From an optimization exercise on the open Yosys and OpenROAD flow, aimed at small area, a short achievable clock period and few clock cycles per item; shortcuts taken in it are not production practice. Only simulation tests tie the RTL to the original design; equivalence was not proved. The clock port is modelled as an ideal driver, which makes a skipped or thinned clock tree look cheaper than it is; a real chip needs a root buffer or a tree. Power figures rest on the tool's default switching activity, not on a simulated workload.

Setup of lane 1:
==> flow/design.v (excerpt) <==
module esq1_core (
    input  wire        clk,
    input  wire        rst,
    input  wire        cmd_valid,
    output wire        cmd_ready,
    input  wire [31:0] cmd,
    output reg         done,
    output reg  [15:0] res,
    output reg  [2:0]  err,
    output reg  [7:0]  sub,
    output reg  [15:0] pos,
    output reg         sticky
);
For scale: about 1900 flip-flops, ~81 I/O pins, roughly 82000 sq um of cells after synthesis.
export LEC_CHECK = 0
export ABC_AREA = 1
export CAP_MARGIN = 30
export CORE_MARGIN = 2
export CORE_UTILIZATION = 40
export PLACE_DENSITY = 0.55
export SLEW_MARGIN = 20
create_clock -name core_clock -period 10.0 [get_ports {clk}]
standard.sh (not shown) runs the stock make flow with config.mk's settings and CLKGATE_MAP_FILE= SYNTH_SCRIPT=/design/flow/synth_recipe.tcl, a recipe that flattens the netlist after the stock synthesis.
==> flow/flow/run.sh <==
#!/bin/bash
# The standard layout (the standard.sh: standard synthesis, floorplan,
# placement, CTS, routing) with these changes to how it is made:
# - ORFS's timing repair aims below the clock period: repair_timing treats a
#   path as failing until its slack reaches SETUP_SLACK_MARGIN ns, so the
#   sized netlist runs well under the 10 ns clock;
# - the port buffers are buf_4 (ORFS would pick a delay cell);
# - CTS clusters up to 25 sinks per leaf buffer (within 80 um) and adds no
#   dummy loads;
# - after CTS, post_cts.tcl moves the clock pin to the middle of the left
#   edge and rebuilds the top of the clock tree: the clock
#   port drives four buffers next to it, one per region, that drive the
#   leaf buffers
#   (retree.tcl); the tree stays balanced, one level shallower;
# - after global routing, post_grt.tcl repairs antennas with a margin so
#   detailed routing needs no antenna re-route passes.
# The SDC and every other setting stay the standard flow's.
set -euo pipefail
here=$(pwd)
bash standard.sh SETUP_SLACK_MARGIN=7.0 \
  "BUFFER_PORTS_ARGS=-buffer_cell sky130_fd_sc_hd__buf_4" \
  "CTS_ARGS=-sink_clustering_enable -repair_clock_nets -sink_clustering_size 25 -sink_clustering_max_diameter 80 -dont_use_dummy_load" \
  POST_CTS_TCL="$here/flow/post_cts.tcl" \
  POST_GLOBAL_ROUTE_TCL="$here/flow/post_grt.tcl" \
  finish > flow_standard.log 2>&1
Other scripts of this flow, unchanged in this note and not shown: flow/flow/post_cts.tcl, flow/flow/post_grt.tcl, flow/flow/retree.tcl
Testbench counts of lane 1, summed over its fixed seeds: cycles 13,568, cmds 13,544.
#### Input delta (lane 2 over lane 1)
--- a/flow/design.v
+++ b/flow/design.v
@@ -327,19 +327,19 @@
     reg [15:0] frow;          
     reg [15:0] frow_w;        
     reg [15:0] fcol;          
     reg [11:0] pk_en;         
     reg [11:0] up_en;         
     reg [7:0]  vlb_a, vlb_b;  
     reg [7:0]  vrc_a, vrc_b;  
     reg        vb1, vb2;      
     reg [2:0]  nidx;          
-    reg        rs_lb, rs_rec, rs_nm;
+    reg        rs_nm;
     reg [7:0]  imm;
     reg [3:0]  hnib;
     reg        ext, res_we, srst_x, errf_x;
     reg [2:0]  err_x;
     reg [7:0]  sub_x;
     reg [15:0] pos_x;
     wire [7:0] lbpk0 = uc(name[7:0]);
     wire lbhit0 = lrow[0] & lcol[0];
     wire lbwe0 = lrow_w[0] & lcol[0];
@@ -2013,19 +2013,19 @@
             3'd0: rd_nm = name[7:0];
             3'd1: rd_nm = name[15:8];
             3'd2: rd_nm = name[23:16];
             3'd3: rd_nm = name[31:24];
             3'd4: rd_nm = name[39:32];
             3'd5: rd_nm = name[47:40];
             default: rd_nm = 8'd0;
         endcase
     end
-    wire [7:0] rd = ({8{rs_lb}} & rd_lb) | ({8{rs_rec}} & rd_rec) | ({8{rs_nm}} & rd_nm) | imm;
+    wire [7:0] rd_o = ({8{rs_nm}} & rd_nm) | imm;
     wire [7:0]  opc = c1[31:24];
     wire [7:0]  opa = c1[23:16];
     wire [15:0] opb = c1[15:0];
     wire [7:0]  opf = c1[15:8];
     wire [7:0]  opv = c1[7:0];
     wire        f_range = p_fsgn ? ~p_vsok : ~(p_fw[6] | |(p_fw[5:0] & p_vfit));
     reg        n_res_we, n_lb_pack, n_unpack, n_setf, n_setb, n_lddef, n_srst;
     reg [7:0]  n_imm;
     reg [3:0]  n_hnib;
@@ -2228,64 +2228,65 @@
                 n_err = E_ILLEGAL; n_sub = 8'd0; n_pos = {8'd0, opc};
             end
         endcase
     end
     wire ok1 = v1 & ~rst;
     always @(posedge clk) begin
         vx        <= ok1;
         lb_rst_x  <= rst | (v1 & n_srst);
         rec_rst_x <= rst | (v1 & (n_srst | n_lddef));
-        lrow      <= 13'd1 << opa[6:3];
+        lrow      <= (13'd1 << opa[6:3]) & {13{n_rs_lb}};
         lcol      <= 8'd1 << opa[2:0];
         lrow_w    <= (13'd1 << opa[6:3]) & {13{ok1 & n_setb}};
-        frow      <= 16'd1 << opf[7:4];
+        frow      <= (16'd1 << opf[7:4]) & {16{n_rs_rec}};
         fcol      <= 16'd1 << opf[3:0];
         frow_w    <= (16'd1 << opf[7:4]) & {16{ok1 & n_setf}};
         pk_en     <= gsel & {12{ok1 & n_lb_pack}};
         up_en     <= gsel & {12{ok1 & n_unpack}};
         vlb_a     <= opv & {8{~opa[6]}};
         vlb_b     <= opv & {8{opa[6]}};
         vrc_a     <= opv & {8{~(opf[7] | opf[6])}};
         vrc_b     <= opv & {8{opf[7] | opf[6]}};
         vb1       <= p_vb1;
         vb2       <= p_vb2;
         nidx      <= opv[2:0];
-        rs_lb     <= n_rs_lb;
-        rs_rec    <= n_rs_rec;
         rs_nm     <= n_rs_nm;
         imm       <= n_imm;
         hnib      <= n_hnib;
         ext       <= n_ext;
         res_we    <= ok1 & n_res_we;
         srst_x    <= ok1 & n_srst;
         errf_x    <= ok1 & (n_err != E_NONE);
         err_x     <= n_err;
         sub_x     <= n_sub;
         pos_x     <= n_pos;
     end
     reg        v3, ext3, res_we3, srst3, errf3;
-    reg [7:0]  rd3;
+    reg [7:0]  rdlb3, rdrec3, rdo3;
     reg [3:0]  hnib3;
     reg [2:0]  err3;
     reg [7:0]  sub3;
     reg [15:0] pos3;
     always @(posedge clk) begin
         v3      <= vx & ~rst;
-        rd3     <= rd;
+        rdlb3   <= rd_lb;
+        rdrec3  <= rd_rec;
+        rdo3    <= rd_o;
         hnib3   <= hnib;
         ext3    <= ext;
         res_we3 <= res_we & ~rst;
         srst3   <= srst_x;
         errf3   <= errf_x & ~rst;
         err3    <= err_x;
         sub3    <= sub_x;
         pos3    <= pos_x;
     end
+    wire [7:0] rd3 = rdlb3 | rdrec3 | rdo3;
     always @(posedge clk) begin
         done <= v3 & ~rst;
         err  <= err3;
         sub  <= sub3;
         pos  <= pos3;
         if (rst || srst3) begin
             res    <= 16'd0;
             sticky <= 1'b0;
         end else begin
Notes after the runs:
No stage failed in lane 2, and the final checks on the layout all came back clean. In lane 2, detailed-routing iteration count for the pre-antenna-repair pass is lower than in lane 1. Looking at via count across lane 2 and lane 1, the one that comes out lower is lane 2. Area growth from synthesis to layout, lane 2 and lane 1, higher one = lane 1. Changes observed in lane 2 relative to lane 1: clock power share lower, worst setup margin rose by 0.16 ns, worst ir drop on vdd saw a decrease, routing usage on met2 increased by 0.62 points relative to the old numbers, pin slew with the least headroom to its limit has increased. Row minimum clock period after layout: lane 2 lower / lane 1 higher. Looking at simple-gate share of the synthesized area, lane 2 sits 0.26 points higher than lane 1 does. Wire length improves in lane 2 relative to lane 1. Lane 2 vs. lane 1: critical path depth went down by 2. Lane 2 against lane 1: final total power went down, switching fraction of total power went down 0.65 points.
Testbench counts of lane 2, summed over its fixed seeds: cycles 13,568, cmds 13,544.

## separate check: timing with driven ports
Ports are ideal in the flow. The routed layouts listed here were re-timed in OpenROAD.
Step 1 (the two cells are an assumption about what drives the block):
set clk [get_ports {clk}]
set_driving_cell -lib_cell sky130_fd_sc_hd__clkbuf_16 $clk
set_driving_cell -lib_cell sky130_fd_sc_hd__buf_2 [delete_from_list [all_inputs] $clk]
Step 2 also shifts input and output timing later by t, the mid clock arrival at the registers, as if the neighbouring blocks saw the same clock.
a / b / c = ideal / step 1 / step 2; a / b = the first two.
| run | shift t [ns] | setup slack, ns | worst setup path at the end | pins driven straight from the clock port |
|---|---|---|---|---|
| lane 1 | 0.761 | 6.409 / 6.409 / 6.279 | input to register | 4 |
| lane 2 | 0.742 | 6.571 / 6.571 / 6.320 | input to register | 4 |
After both steps every run listed still meets setup and hold. The setup slack of lane 2, which loses most, moves by 0.000 ns with the drivers and by -0.251 ns with both steps.
